Background: an optimization exercise with open tools, aiming at small area, a short achievable clock period and few clock cycles. Do not read the settings as production practice. Only simulation tests tie the RTL to the original design; equivalence was not proved. Power figures rest on the tool's default switching activity, not on a simulated workload.

==> 04-06 <==
## puc
module puc (
    input  wire        clk,
    input  wire        rst,           
    input  wire        cmd_valid,
    input  wire [63:0] cmd_data,
    output wire        cmd_ready,
    output wire        rsp_valid,
    output wire [63:0] rsp_data,
    output wire [31:0] status,
    output wire [63:0] fault_info,
    output wire        bus_req,
    output wire        bus_we,
    output wire [31:0] bus_addr,
    output wire [31:0] bus_wdata,
    input  wire        bus_ack,
    input  wire [31:0] bus_rdata
);
Settings: LEC_CHECK=0, ABC_CLOCK_PERIOD_IN_PS=2700, CAP_MARGIN=20, CORE_MARGIN=2, CORE_UTILIZATION=60, CTS_CLUSTER_DIAMETER=100, CTS_CLUSTER_SIZE=28, SLEW_MARGIN=20; clock period 8.0 ns.
standard.sh (not shown) runs the stock make flow with config.mk's settings and CLKGATE_MAP_FILE= SYNTH_SCRIPT=/design/flow/synth_recipe.tcl, a recipe that flattens the netlist after the stock synthesis.
==> flow/flow/run.sh <==
#!/bin/bash
set -euo pipefail
export SETUP_SLACK_MARGIN=5.3
bash standard.sh > standard_sh.log 2>&1
==> 07-21: changes against 04-06 <==
==> flow/flow/run.sh (replaced) <==
#!/bin/bash
set -euo pipefail
export SETUP_SLACK_MARGIN=5.3
export BUFFER_PORTS_ARGS="-buffer_cell sky130_fd_sc_hd__buf_2"
export CTS_ARGS="-sink_clustering_enable -repair_clock_nets -sink_clustering_size 28 -sink_clustering_max_diameter 100 -dont_use_dummy_load"
bash standard.sh > standard_sh.log 2>&1
==> 09-10: changes against 04-06 <==
--- a/flow/design.v
+++ b/flow/design.v
@@ -133,21 +133,22 @@
     reg         eol;
     reg  [7:0]  len;
     reg  [3:0]  widx;
     reg  [3:0]  pidx;
     reg  [3:0]  istep;             
     reg         ge3, mbinit, dlyinit;
-    reg         meq;               
+    reg  [3:0]  meq;
     reg  [1023:0] lb;
     reg  [15:0] lbrow;             
     reg  [7:0]  lbcol;
     reg         pdok;              
-    reg         ppad;              
+    reg  [7:0]  pnz;               
     reg         pnle8;             
     reg  [1:0]  plook;             
     reg         pge3;              
+    reg  [7:0]  ptop;              
     reg         p_ill, p_pan, p_byte, p_regf;        
     reg         p_resolve, p_reg, p_regw, p_delay, p_mbox, p_init;
     reg         p_putb, p_getb, p_gets, p_puts, p_puts0;
     reg         p_fi_ovf;                            
     assign cmd_ready  = cr;
     assign rsp_valid  = rv;
@@ -164,23 +165,23 @@
     wire       adv  = bz | bus_ack;               
     wire [31:0] rdv = bz ? 32'd0 : bus_rdata;
     wire [31:0] cnt_dec = cnt - 32'd1;
     wire cnt_le1 = (cnt[31:1] == 31'd0);
     wire cnt_is1 = cnt_le1 & cnt[0];
     wire cnt_le9 = (cnt[31:4] == 28'd0) && (cnt[3:0] <= 4'd9);
-    reg c_pad;
+    reg pad_bad_w;
     always @* begin
         case (cnt[2:0])
-            3'd1:    c_pad = (cmd_data[63:8]  != 56'd0);
-            3'd2:    c_pad = (cmd_data[63:16] != 48'd0);
-            3'd3:    c_pad = (cmd_data[63:24] != 40'd0);
-            3'd4:    c_pad = (cmd_data[63:32] != 32'd0);
-            3'd5:    c_pad = (cmd_data[63:40] != 24'd0);
-            3'd6:    c_pad = (cmd_data[63:48] != 16'd0);
-            3'd7:    c_pad = (cmd_data[63:56] != 8'd0);
-            default: c_pad = 1'b0;
+            3'd1:    pad_bad_w = |pnz[7:1];
+            3'd2:    pad_bad_w = |pnz[7:2];
+            3'd3:    pad_bad_w = |pnz[7:3];
+            3'd4:    pad_bad_w = |pnz[7:4];
+            3'd5:    pad_bad_w = |pnz[7:5];
+            3'd6:    pad_bad_w = |pnz[7:6];
+            3'd7:    pad_bad_w = pnz[7];
+            default: pad_bad_w = 1'b0;
         endcase
     end
     wire [7:0] putc = cmd_data[{pos, 3'b000} +: 8];
     wire [7:0] echo_b = (ei == 2'd0) ? ((ecls == 2'd1) ? 8'h0D : rxb) :
                         (ecls == 2'd1) ? 8'h0A :
                         (ei == 2'd1) ? 8'h20 : 8'h08;
@@ -211,20 +212,12 @@
             OP_GETS:    c_legal = c_zA & c_zB;
             OP_PANIC:   c_legal = c_zA & c_zB;
             default:    c_legal = 1'b0;
         endcase
     end
     wire c_mis = (cmd_data[33:32] != 2'd0);
-    reg [7:0] ptop;
-    always @* begin
-        case (bsel)
-            2'd2:    ptop = 8'h3F + {4'd0, cmd_data[59:56]};
-            2'd3:    ptop = 8'hFE + {4'd0, cmd_data[59:56]};
-            default: ptop = 8'h20 + {4'd0, cmd_data[59:56]};
-        endcase
-    end
     wire c_ovf = (bsel == 2'd3) && (cmd_data[59:57] != 3'd0);
     wire f_bi  = p_byte & ~drv_ready & ~bz;
     wire f_reg = p_regf & ~bz;
     wire fault = p_ill | p_pan | f_bi | f_reg;
     reg  [3:0]  st_n;
     reg  [2:0]  ctx_n;
@@ -247,13 +240,13 @@
     reg         rxnew_n;
     reg  [1:0]  ecls_n, ei_n;
     reg         eol_n;
     reg  [7:0]  len_n;
     reg  [3:0]  widx_n, pidx_n, istep_n;
     reg         ge3_n, mbinit_n, dlyinit_n;
-    reg         meq_n;
+    reg  [3:0]  meq_n;
     reg         pay_n;
     reg         busy_l, halted_l, drv_l, fcode_l, finfo_l, breq_l, bwe_l;
     reg         bah_l, bam_l, bwh_l, bwl_l;
     reg         in_tx, chk, ld_plain, ld_chk, ld, tx_ok;
     always @* begin
         st_n = st; ctx_n = ctx; busy_n = busy; halted_n = halted; drv_n = drv_ready;
@@ -582,21 +575,22 @@
                 if (adv & ~rdv[30]) begin
                     st_n = S_MRD;
                     bam_l = 1'b1; bam_n = A_MREAD[4:1];
                 end
             end
             S_MRD: begin
-                meq_n = (rdv == MREQ);
+                meq_n = {rdv[31:24] == MREQ[31:24], rdv[23:16] == MREQ[23:16],
+                         rdv[15:8]  == MREQ[15:8],  rdv[7:0]   == MREQ[7:0]};
                 cnt_n = 32'd0;
                 if (adv) begin
                     st_n = S_MCHK;
                     breq_l = 1'b1; breq_n = 1'b0;
                 end
             end
             S_MCHK: begin
-                if (meq) begin
+                if (&meq) begin
                     if (mbinit) begin
                         st_n = S_DLY;
                     end else begin
                         busy_l = 1'b1; busy_n = 1'b0;
                         st_n = S_IDLE;
                     end
@@ -607,13 +601,13 @@
                 end
             end
             default: st_n = S_IDLE;
         endcase
         if (ld) begin
             need_n = 1'b0;
-            if (ld_chk & ppad) begin
+            if (ld_chk & pad_bad_w) begin
                 fcode_l = 1'b1; fcode_n = 3'd1;
                 finfo_l = 1'b1; finfo_n = cmd_data;
                 ctx_n   = C_PANIC;
                 pidx_n  = 4'd0;
                 bwl_l = 1'b1; bwl_n = 8'h54;
             end else begin
@@ -636,17 +630,23 @@
                 if (lbrow[gi / 8] & lbcol[gi % 8])
                     lb[8*gi +: 8] <= rxb;
         end
     endgenerate
     always @(posedge clk) begin
         pdok  <= ~rst & cmd_valid & ~cr;
-        ppad  <= c_pad;
+        pnz   <= {|cmd_data[63:56], |cmd_data[55:48], |cmd_data[47:40], |cmd_data[39:32],
+                  |cmd_data[31:24], |cmd_data[23:16], |cmd_data[15:8],  |cmd_data[7:0]};
         pnle8 <= (cmd_data[59:36] == 24'd0) && (cmd_data[35:32] <= 4'd8);
         plook <= (cmd_data[31:0] == 32'd2 || cmd_data[31:0] == 32'd3) ? 2'd2 :
                  (cmd_data[31:0] == 32'd4) ? 2'd3 : 2'd1;
         pge3  <= (cmd_data[31:0] >= 32'd3);
+        case (bsel)
+            2'd2:    ptop <= 8'h3F + {4'd0, cmd_data[59:56]};
+            2'd3:    ptop <= 8'hFE + {4'd0, cmd_data[59:56]};
+            default: ptop <= 8'h20 + {4'd0, cmd_data[59:56]};
+        endcase
         p_ill     <= ~c_legal;
         p_pan     <= (c_opc == OP_PANIC);
         p_byte    <= (c_opc == OP_PUTB) | (c_opc == OP_GETB) | (c_opc == OP_PUTS) | (c_opc == OP_GETS);
         p_regf    <= ((c_opc == OP_REGR) | (c_opc == OP_REGW)) & (c_ovf | c_mis);
         p_fi_ovf  <= c_ovf;
         p_resolve <= (c_opc == OP_RESOLVE);
==> flow/run.sh (new file) <==
#!/bin/bash
# synth_recipe.tcl (not shown) runs the flow's synth.tcl, then flattens the netlist and writes it again
# the make line also repeats each setting of config.mk as NAME=value (left out here)
make -C /OpenROAD-flow-scripts/flow DESIGN_CONFIG=/design/flow/config.mk WORK_HOME=/design/flow/orfs CLKGATE_MAP_FILE= SYNTH_SCRIPT=/design/flow/synth_recipe.tcl finish
--- a/flow/config.mk
+++ b/flow/config.mk
@@ -5,10 +5,11 @@
 export SDC_FILE = /design/flow/constraint.sdc
 export NUM_CORES = 4
 export LEC_CHECK = 0
 export ABC_CLOCK_PERIOD_IN_PS = 2700
 export CAP_MARGIN = 20
 export CORE_MARGIN = 2
-export CORE_UTILIZATION = 60
+export CORE_UTILIZATION = 40
 export CTS_CLUSTER_DIAMETER = 100
 export CTS_CLUSTER_SIZE = 28
+export SETUP_SLACK_MARGIN = 5.0
 export SLEW_MARGIN = 20
removed: flow/flow/run.sh
removed: flow/standard.sh
==> qor summary <==
| metric | 09-10 | 07-21 | 04-06 |
|---|---|---|---|
| Status | complete, no violations | complete, no violations | complete, no violations |
| Data arrival time of the critical path | 3.60 ns | 3.38 ns | 3.51 ns |
| Clock Latency Late Sink | 0.75 ns | 0.71 ns | 0.71 ns |
| Area of the core | 141,600 µm² | 92,910 µm² | 92,910 µm² |
| Starting Density | 40.33% | 60.24% | 60.24% |
| Total GRT Usage | 21.89% | 32.47% | 32.78% |
| Dpl hpwl | 104,400 µm | 102,500 µm | 101,500 µm |
| Flip-flop and latch area | 38,430 µm² | 38,200 µm² | 38,230 µm² |
| Initial antenna violation count | 17 | 10 | 8 |
| Clock Power | 0.00370 W | 0.00327 W | 0.00349 W |
| Resize count post-CTS | 474 | 489 | 1,551 |
| Number of vias after detailed routing | 33,810 | 34,020 | 34,140 |
| Maximum number of pins on one net before global-route repair | 97 | 97 | 105 |
| Portion of the clock cycle consumed by the worst path in the final layout | 37.49% | 35.47% | 36.33% |
| Portion of total power attributed to sequential cells | 59.2% | 57.4% | 56.8% |
| Compound-gate portion of the synthesized area | 7.004% | 6.304% | 6.304% |
| Placement Setup Slack | 4.005 ns | 4.213 ns | 3.628 ns |
| Count of inserted tapcells | 1,890 | 1,254 | 1,254 |
| Crit path from | bus_rdata[30] | cmd_data[7] | cmd_data[33] |
| Clock tree sinks | 1,387 | 1,370 | 1,370 |
| Total number of nets in the final design | 3,985 | 3,951 | 3,957 |
| Final core area utilization | 45.44% | 68.48% | 69.22% |
| Wire length per cell | 28.35 µm | 31.24 µm | 31.25 µm |
| Post-Layout Inst Area | 64,340 µm² | 63,620 µm² | 64,310 µm² |
| Xor/xnor cell area share of the yosys netlist | 0.3068% | 0.3442% | 0.3442% |
| Number of logic stages on the critical path including buffering | 6 | 8 | 7 |
| Met2 Routed Length | 79,190 µm | 76,110 µm | 76,230 µm |
Testbench counts of 04-06, summed over its fixed seeds: cycles 163,192.
Testbench counts of 07-21, summed over its fixed seeds: cycles 163,192.
Testbench counts of 09-10, summed over its fixed seeds: cycles 163,192.


==> inputs of run a <==
Another version of the RTL of puc (not shown whole).
Settings: LEC_CHECK=0, ABC_CLOCK_PERIOD_IN_PS=2700, CAP_MARGIN=20, CORE_MARGIN=2, CORE_UTILIZATION=70, CTS_CLUSTER_DIAMETER=80, CTS_CLUSTER_SIZE=24, SLEW_MARGIN=20; clock period 8.0 ns.
==> flow/flow/run.sh <==
#!/bin/bash
set -euo pipefail
export SETUP_SLACK_MARGIN=5.2
export BUFFER_PORTS_ARGS="-buffer_cell sky130_fd_sc_hd__buf_2"
export CTS_ARGS="-sink_clustering_enable -repair_clock_nets -sink_clustering_size 24 -sink_clustering_max_diameter 80 -dont_use_dummy_load"
bash standard.sh > standard_sh.log 2>&1
==> run b: changes against run a <==
==> flow/flow/run.sh (replaced) <==
#!/bin/bash
set -euo pipefail
export SETUP_SLACK_MARGIN=5.3
export BUFFER_PORTS_ARGS="-buffer_cell sky130_fd_sc_hd__buf_2"
export CTS_ARGS="-sink_clustering_enable -repair_clock_nets -sink_clustering_size 28 -sink_clustering_max_diameter 100 -dont_use_dummy_load"
bash standard.sh > standard_sh.log 2>&1
Settings changed: CORE_UTILIZATION 70 to 60, CTS_CLUSTER_DIAMETER 80 to 100, CTS_CLUSTER_SIZE 24 to 28.
==> run c: changes against run a <==
--- a/flow/design.v
+++ b/flow/design.v
@@ -131,25 +131,24 @@
     reg  [1:0]  ecls;              
     reg  [1:0]  ei;
     reg         eol;
     reg  [7:0]  len;
     reg  [3:0]  widx;
-    reg         glast;             
     reg  [3:0]  pidx;
     reg  [3:0]  istep;             
     reg         ge3, mbinit, dlyinit;
-    reg         meq;               
+    reg  [3:0]  meq;
     reg  [1023:0] lb;
     reg  [15:0] lbrow;             
     reg  [7:0]  lbcol;
     reg         pdok;              
-    reg         ppad;              
+    reg  [7:0]  pnz;               
     reg         pnle8;             
     reg  [1:0]  plook;             
     reg         pge3;              
-    reg         p_pan, p_byte, p_regf;               
-    reg         p_zA, p_zB, p_zBh;                   
+    reg  [7:0]  ptop;              
+    reg         p_ill, p_pan, p_byte, p_regf;        
     reg         p_resolve, p_reg, p_regw, p_delay, p_mbox, p_init;
     reg         p_putb, p_getb, p_gets, p_puts, p_puts0;
     reg         p_fi_ovf;                            
     assign cmd_ready  = cr;
     assign rsp_valid  = rv;
@@ -167,21 +166,21 @@
     wire [31:0] rdv = bz ? 32'd0 : bus_rdata;
     wire [31:0] cnt_dec = cnt - 32'd1;
     wire cnt_le1 = (cnt[31:1] == 31'd0);
     wire cnt_is1 = cnt_le1 & cnt[0];
     wire cnt_le9 = (cnt[31:4] == 28'd0) && (cnt[3:0] <= 4'd9);
-    reg c_pad;
+    reg pad_bad_w;
     always @* begin
         case (cnt[2:0])
-            3'd1:    c_pad = (cmd_data[63:8]  != 56'd0);
-            3'd2:    c_pad = (cmd_data[63:16] != 48'd0);
-            3'd3:    c_pad = (cmd_data[63:24] != 40'd0);
-            3'd4:    c_pad = (cmd_data[63:32] != 32'd0);
-            3'd5:    c_pad = (cmd_data[63:40] != 24'd0);
-            3'd6:    c_pad = (cmd_data[63:48] != 16'd0);
-            3'd7:    c_pad = (cmd_data[63:56] != 8'd0);
-            default: c_pad = 1'b0;
+            3'd1:    pad_bad_w = |pnz[7:1];
+            3'd2:    pad_bad_w = |pnz[7:2];
+            3'd3:    pad_bad_w = |pnz[7:3];
+            3'd4:    pad_bad_w = |pnz[7:4];
+            3'd5:    pad_bad_w = |pnz[7:5];
+            3'd6:    pad_bad_w = |pnz[7:6];
+            3'd7:    pad_bad_w = pnz[7];
+            default: pad_bad_w = 1'b0;
         endcase
     end
     wire [7:0] putc = cmd_data[{pos, 3'b000} +: 8];
     wire [7:0] echo_b = (ei == 2'd0) ? ((ecls == 2'd1) ? 8'h0D : rxb) :
                         (ecls == 2'd1) ? 8'h0A :
@@ -196,24 +195,29 @@
     end
     wire [3:0] c_opc = cmd_data[63:60];
     wire       c_zA  = (cmd_data[59:32] == 28'd0);
     wire       c_zBh = (cmd_data[31:8] == 24'd0);
     wire       c_zB  = c_zBh & (cmd_data[7:0] == 8'd0);
-    wire c_mis = (cmd_data[33:32] != 2'd0);
-    reg [7:0] ptop;
+    reg        c_legal;
     always @* begin
-        case (bsel)
-            2'd2:    ptop = 8'h3F + {4'd0, cmd_data[59:56]};
-            2'd3:    ptop = 8'hFE + {4'd0, cmd_data[59:56]};
-            default: ptop = 8'h20 + {4'd0, cmd_data[59:56]};
+        case (c_opc)
+            OP_RESOLVE: c_legal = c_zA;
+            OP_REGR:    c_legal = c_zB;
+            OP_REGW:    c_legal = 1'b1;
+            OP_DELAY:   c_legal = c_zA;
+            OP_MBOX:    c_legal = c_zA & c_zB;
+            OP_INIT:    c_legal = c_zA;
+            OP_PUTB:    c_legal = c_zA & c_zBh;
+            OP_GETB:    c_legal = c_zA & c_zB;
+            OP_PUTS:    c_legal = c_zB;
+            OP_GETS:    c_legal = c_zA & c_zB;
+            OP_PANIC:   c_legal = c_zA & c_zB;
+            default:    c_legal = 1'b0;
         endcase
     end
+    wire c_mis = (cmd_data[33:32] != 2'd0);
     wire c_ovf = (bsel == 2'd3) && (cmd_data[59:57] != 3'd0);
-    wire p_legal = (p_resolve & p_zA) | (p_reg & ~p_regw & p_zB) | p_regw |
-                   (p_delay & p_zA) | ((p_mbox | p_getb | p_gets | p_pan) & p_zA & p_zB) |
-                   (p_init & p_zA) | (p_putb & p_zA & p_zBh) | (p_puts & p_zB);
-    wire p_ill = ~p_legal;
     wire f_bi  = p_byte & ~drv_ready & ~bz;
     wire f_reg = p_regf & ~bz;
     wire fault = p_ill | p_pan | f_bi | f_reg;
     reg  [3:0]  st_n;
     reg  [2:0]  ctx_n;
@@ -237,11 +241,11 @@
     reg  [1:0]  ecls_n, ei_n;
     reg         eol_n;
     reg  [7:0]  len_n;
     reg  [3:0]  widx_n, pidx_n, istep_n;
     reg         ge3_n, mbinit_n, dlyinit_n;
-    reg         meq_n;
+    reg  [3:0]  meq_n;
     reg         pay_n;
     reg         busy_l, halted_l, drv_l, fcode_l, finfo_l, breq_l, bwe_l;
     reg         bah_l, bam_l, bwh_l, bwl_l;
     reg         in_tx, chk, ld_plain, ld_chk, ld, tx_ok;
     always @* begin
@@ -490,11 +494,11 @@
             end
             S_GW: begin
                 rv_n   = 1'b1;
                 rd_n   = gword;
                 widx_n = widx + 4'd1;
-                if (glast)
+                if ({1'b0, widx, 3'b000} + 8'd8 >= len)
                     st_n = S_FIN;
             end
             S_REG: begin
                 rd_n = {32'd0, rdv};
                 if (adv) begin
@@ -572,19 +576,20 @@
                     st_n = S_MRD;
                     bam_l = 1'b1; bam_n = A_MREAD[4:1];
                 end
             end
             S_MRD: begin
-                meq_n = (rdv == MREQ);
+                meq_n = {rdv[31:24] == MREQ[31:24], rdv[23:16] == MREQ[23:16],
+                         rdv[15:8]  == MREQ[15:8],  rdv[7:0]   == MREQ[7:0]};
                 cnt_n = 32'd0;
                 if (adv) begin
                     st_n = S_MCHK;
                     breq_l = 1'b1; breq_n = 1'b0;
                 end
             end
             S_MCHK: begin
-                if (meq) begin
+                if (&meq) begin
                     if (mbinit) begin
                         st_n = S_DLY;
                     end else begin
                         busy_l = 1'b1; busy_n = 1'b0;
                         st_n = S_IDLE;
@@ -597,11 +602,11 @@
             end
             default: st_n = S_IDLE;
         endcase
         if (ld) begin
             need_n = 1'b0;
-            if (ld_chk & ppad) begin
+            if (ld_chk & pad_bad_w) begin
                 fcode_l = 1'b1; fcode_n = 3'd1;
                 finfo_l = 1'b1; finfo_n = cmd_data;
                 ctx_n   = C_PANIC;
                 pidx_n  = 4'd0;
                 bwl_l = 1'b1; bwl_n = 8'h54;
@@ -626,18 +631,22 @@
                     lb[8*gi +: 8] <= rxb;
         end
     endgenerate
     always @(posedge clk) begin
         pdok  <= ~rst & cmd_valid & ~cr;
-        ppad  <= c_pad;
+        pnz   <= {|cmd_data[63:56], |cmd_data[55:48], |cmd_data[47:40], |cmd_data[39:32],
+                  |cmd_data[31:24], |cmd_data[23:16], |cmd_data[15:8],  |cmd_data[7:0]};
         pnle8 <= (cmd_data[59:36] == 24'd0) && (cmd_data[35:32] <= 4'd8);
         plook <= (cmd_data[31:0] == 32'd2 || cmd_data[31:0] == 32'd3) ? 2'd2 :
                  (cmd_data[31:0] == 32'd4) ? 2'd3 : 2'd1;
         pge3  <= (cmd_data[31:0] >= 32'd3);
-        p_zA      <= c_zA;
-        p_zB      <= c_zB;
-        p_zBh     <= c_zBh;
+        case (bsel)
+            2'd2:    ptop <= 8'h3F + {4'd0, cmd_data[59:56]};
+            2'd3:    ptop <= 8'hFE + {4'd0, cmd_data[59:56]};
+            default: ptop <= 8'h20 + {4'd0, cmd_data[59:56]};
+        endcase
+        p_ill     <= ~c_legal;
         p_pan     <= (c_opc == OP_PANIC);
         p_byte    <= (c_opc == OP_PUTB) | (c_opc == OP_GETB) | (c_opc == OP_PUTS) | (c_opc == OP_GETS);
         p_regf    <= ((c_opc == OP_REGR) | (c_opc == OP_REGW)) & (c_ovf | c_mis);
         p_fi_ovf  <= c_ovf;
         p_resolve <= (c_opc == OP_RESOLVE);
@@ -702,11 +711,10 @@
         rxb    <= rxb_n;
         ecls   <= ecls_n;
         ei     <= ei_n;
         eol    <= eol_n;
         widx   <= widx_n;
-        glast  <= (st == S_GW) ? ({1'b0, widx, 3'b000} + 8'd16 >= {1'b0, len}) : (len <= 8'd8);
         pidx   <= pidx_n;
         istep  <= istep_n;
         ge3    <= ge3_n;
         mbinit <= mbinit_n;
         dlyinit <= dlyinit_n;
==> flow/flow/run.sh (replaced) <==
#!/bin/bash
set -euo pipefail
export SETUP_SLACK_MARGIN=5.3
bash standard.sh > standard_sh.log 2>&1
Settings changed: CORE_UTILIZATION 70 to 40, CTS_CLUSTER_DIAMETER 80 to 100, CTS_CLUSTER_SIZE 24 to 28.
==> comparison <==
Between run c and run b, the lower synthesized area is in run b (gap about 0.9%, measured against run b).
The lowest cell count belongs to run a, the highest to run c.
Via count: run a > run b > run c.
Against run a, the critical path depth of run c is lower by 9.
Worst setup slack, lowest first: run c, run b, run a.
The lowest wire length belongs to run a, the highest to run b.
Flip-flop and latch count is the same in run a and run b.
Sequential share of layout area: run c < run b < run a.
Of run a and run b, run a has the higher core utilization (gap 8.1 points).
The lowest clock skew belongs to run b, the highest to run a.
Run c produced a clean layout. Run a ran to the end with no violations. Run b finished with timing, DRC and antenna clean.
==> figures <==
	run b	run a	run c
Simple-gate area share of the yosys netlist	0.0789	0.0789	0.0765
Grt met2 use	0.533	0.613	0.365
Post-cts resize count	574	126	1327
Final worst slack	5170 ps	5170 ps	5110 ps
Total number of nets in the final design	4186	4117	4068
Post-synthesis adder-cell area fraction	0.00986	0.00986	0.00934
Number of tap instances	1254	1060	1890
Area of placed instances	59400 sq um	59000 sq um	62100 sq um
Storage cell area	38300 sq um	38000 sq um	38600 sq um
Comb pwr share	0.172	0.155	0.159
Final instance count without filler cells	5306	5037	5872
Xor/xnor share of the synthesized area	0.00201	0.00201	0.00307
Run status	no timing/DRC/antenna violations	no timing/DRC/antenna violations	no timing/DRC/antenna violations
Clock network power	0.00332 W	0.00365 W	0.00382 W
Final critical-path required period	2830 ps	2830 ps	2890 ps
Endpoint of the most critical register-to-register path	cnt[5]	-	cr
Sum of routed wire segments on met1	65.1 mm	58.4 mm	67.2 mm
Critical Path Sink	rsp_data[14]	-	rsp_data[6]
Wire length of the first global-routing pass	240 mm	233 mm	240 mm
Clock latency on the worst-skew pair	720 ps	660 ps	770 ps
Final hold slack	420 ps	414 ps	454 ps
Testbench counts of run a, summed over its fixed seeds: cycles 163,192.
Testbench counts of run b, summed over its fixed seeds: cycles 163,192.
Testbench counts of run c, summed over its fixed seeds: cycles 163,192.

-- re-timing with driven ports --
No port has a modelled driver above. Below, the same layouts with a new extraction and two added sets of constraints. Step 1, drivers: a clkbuf_16 drives clk and a buf_2 each remaining input, both assumed. Step 2, shift: input delay + t, output delay - t, t = (earliest + latest rising clock arrival at the registers) / 2. This alone moves slack from input paths to output paths. a / b / c = ideal / step 1 / step 2; a / b = the first two.
run | shift t [ns] | slack for setup (ns) | worst setup path at the end | worst register clock-pin slew, ns | worst slew at a driven data input, ns
04-06 | 0.762 | 5.094 / 5.105 / 4.366 | input to register | 0.12 / 0.12 | 0.13
07-21 | 0.742 | 5.162 / 5.116 / 4.445 | input to register | 0.11 / 0.11 | 0.12
09-10 | 0.788 | 5.001 / 4.951 / 4.202 | input to register | 0.12 / 0.12 | 0.21
run a | 0.683 | 5.173 / 5.124 / 4.584 | input to register | 0.10 / 0.10 | 0.10
run b | 0.762 | 5.167 / 5.091 / 4.582 | input to register | 0.12 / 0.12 | 0.11
run c | 0.802 | 5.108 / 5.029 / 4.449 | input to register | 0.12 / 0.12 | 0.18
After both steps setup and hold are still met in every run listed. The setup slack of 09-10, which loses most, moves by -0.050 ns with the drivers and by -0.799 ns with both steps.
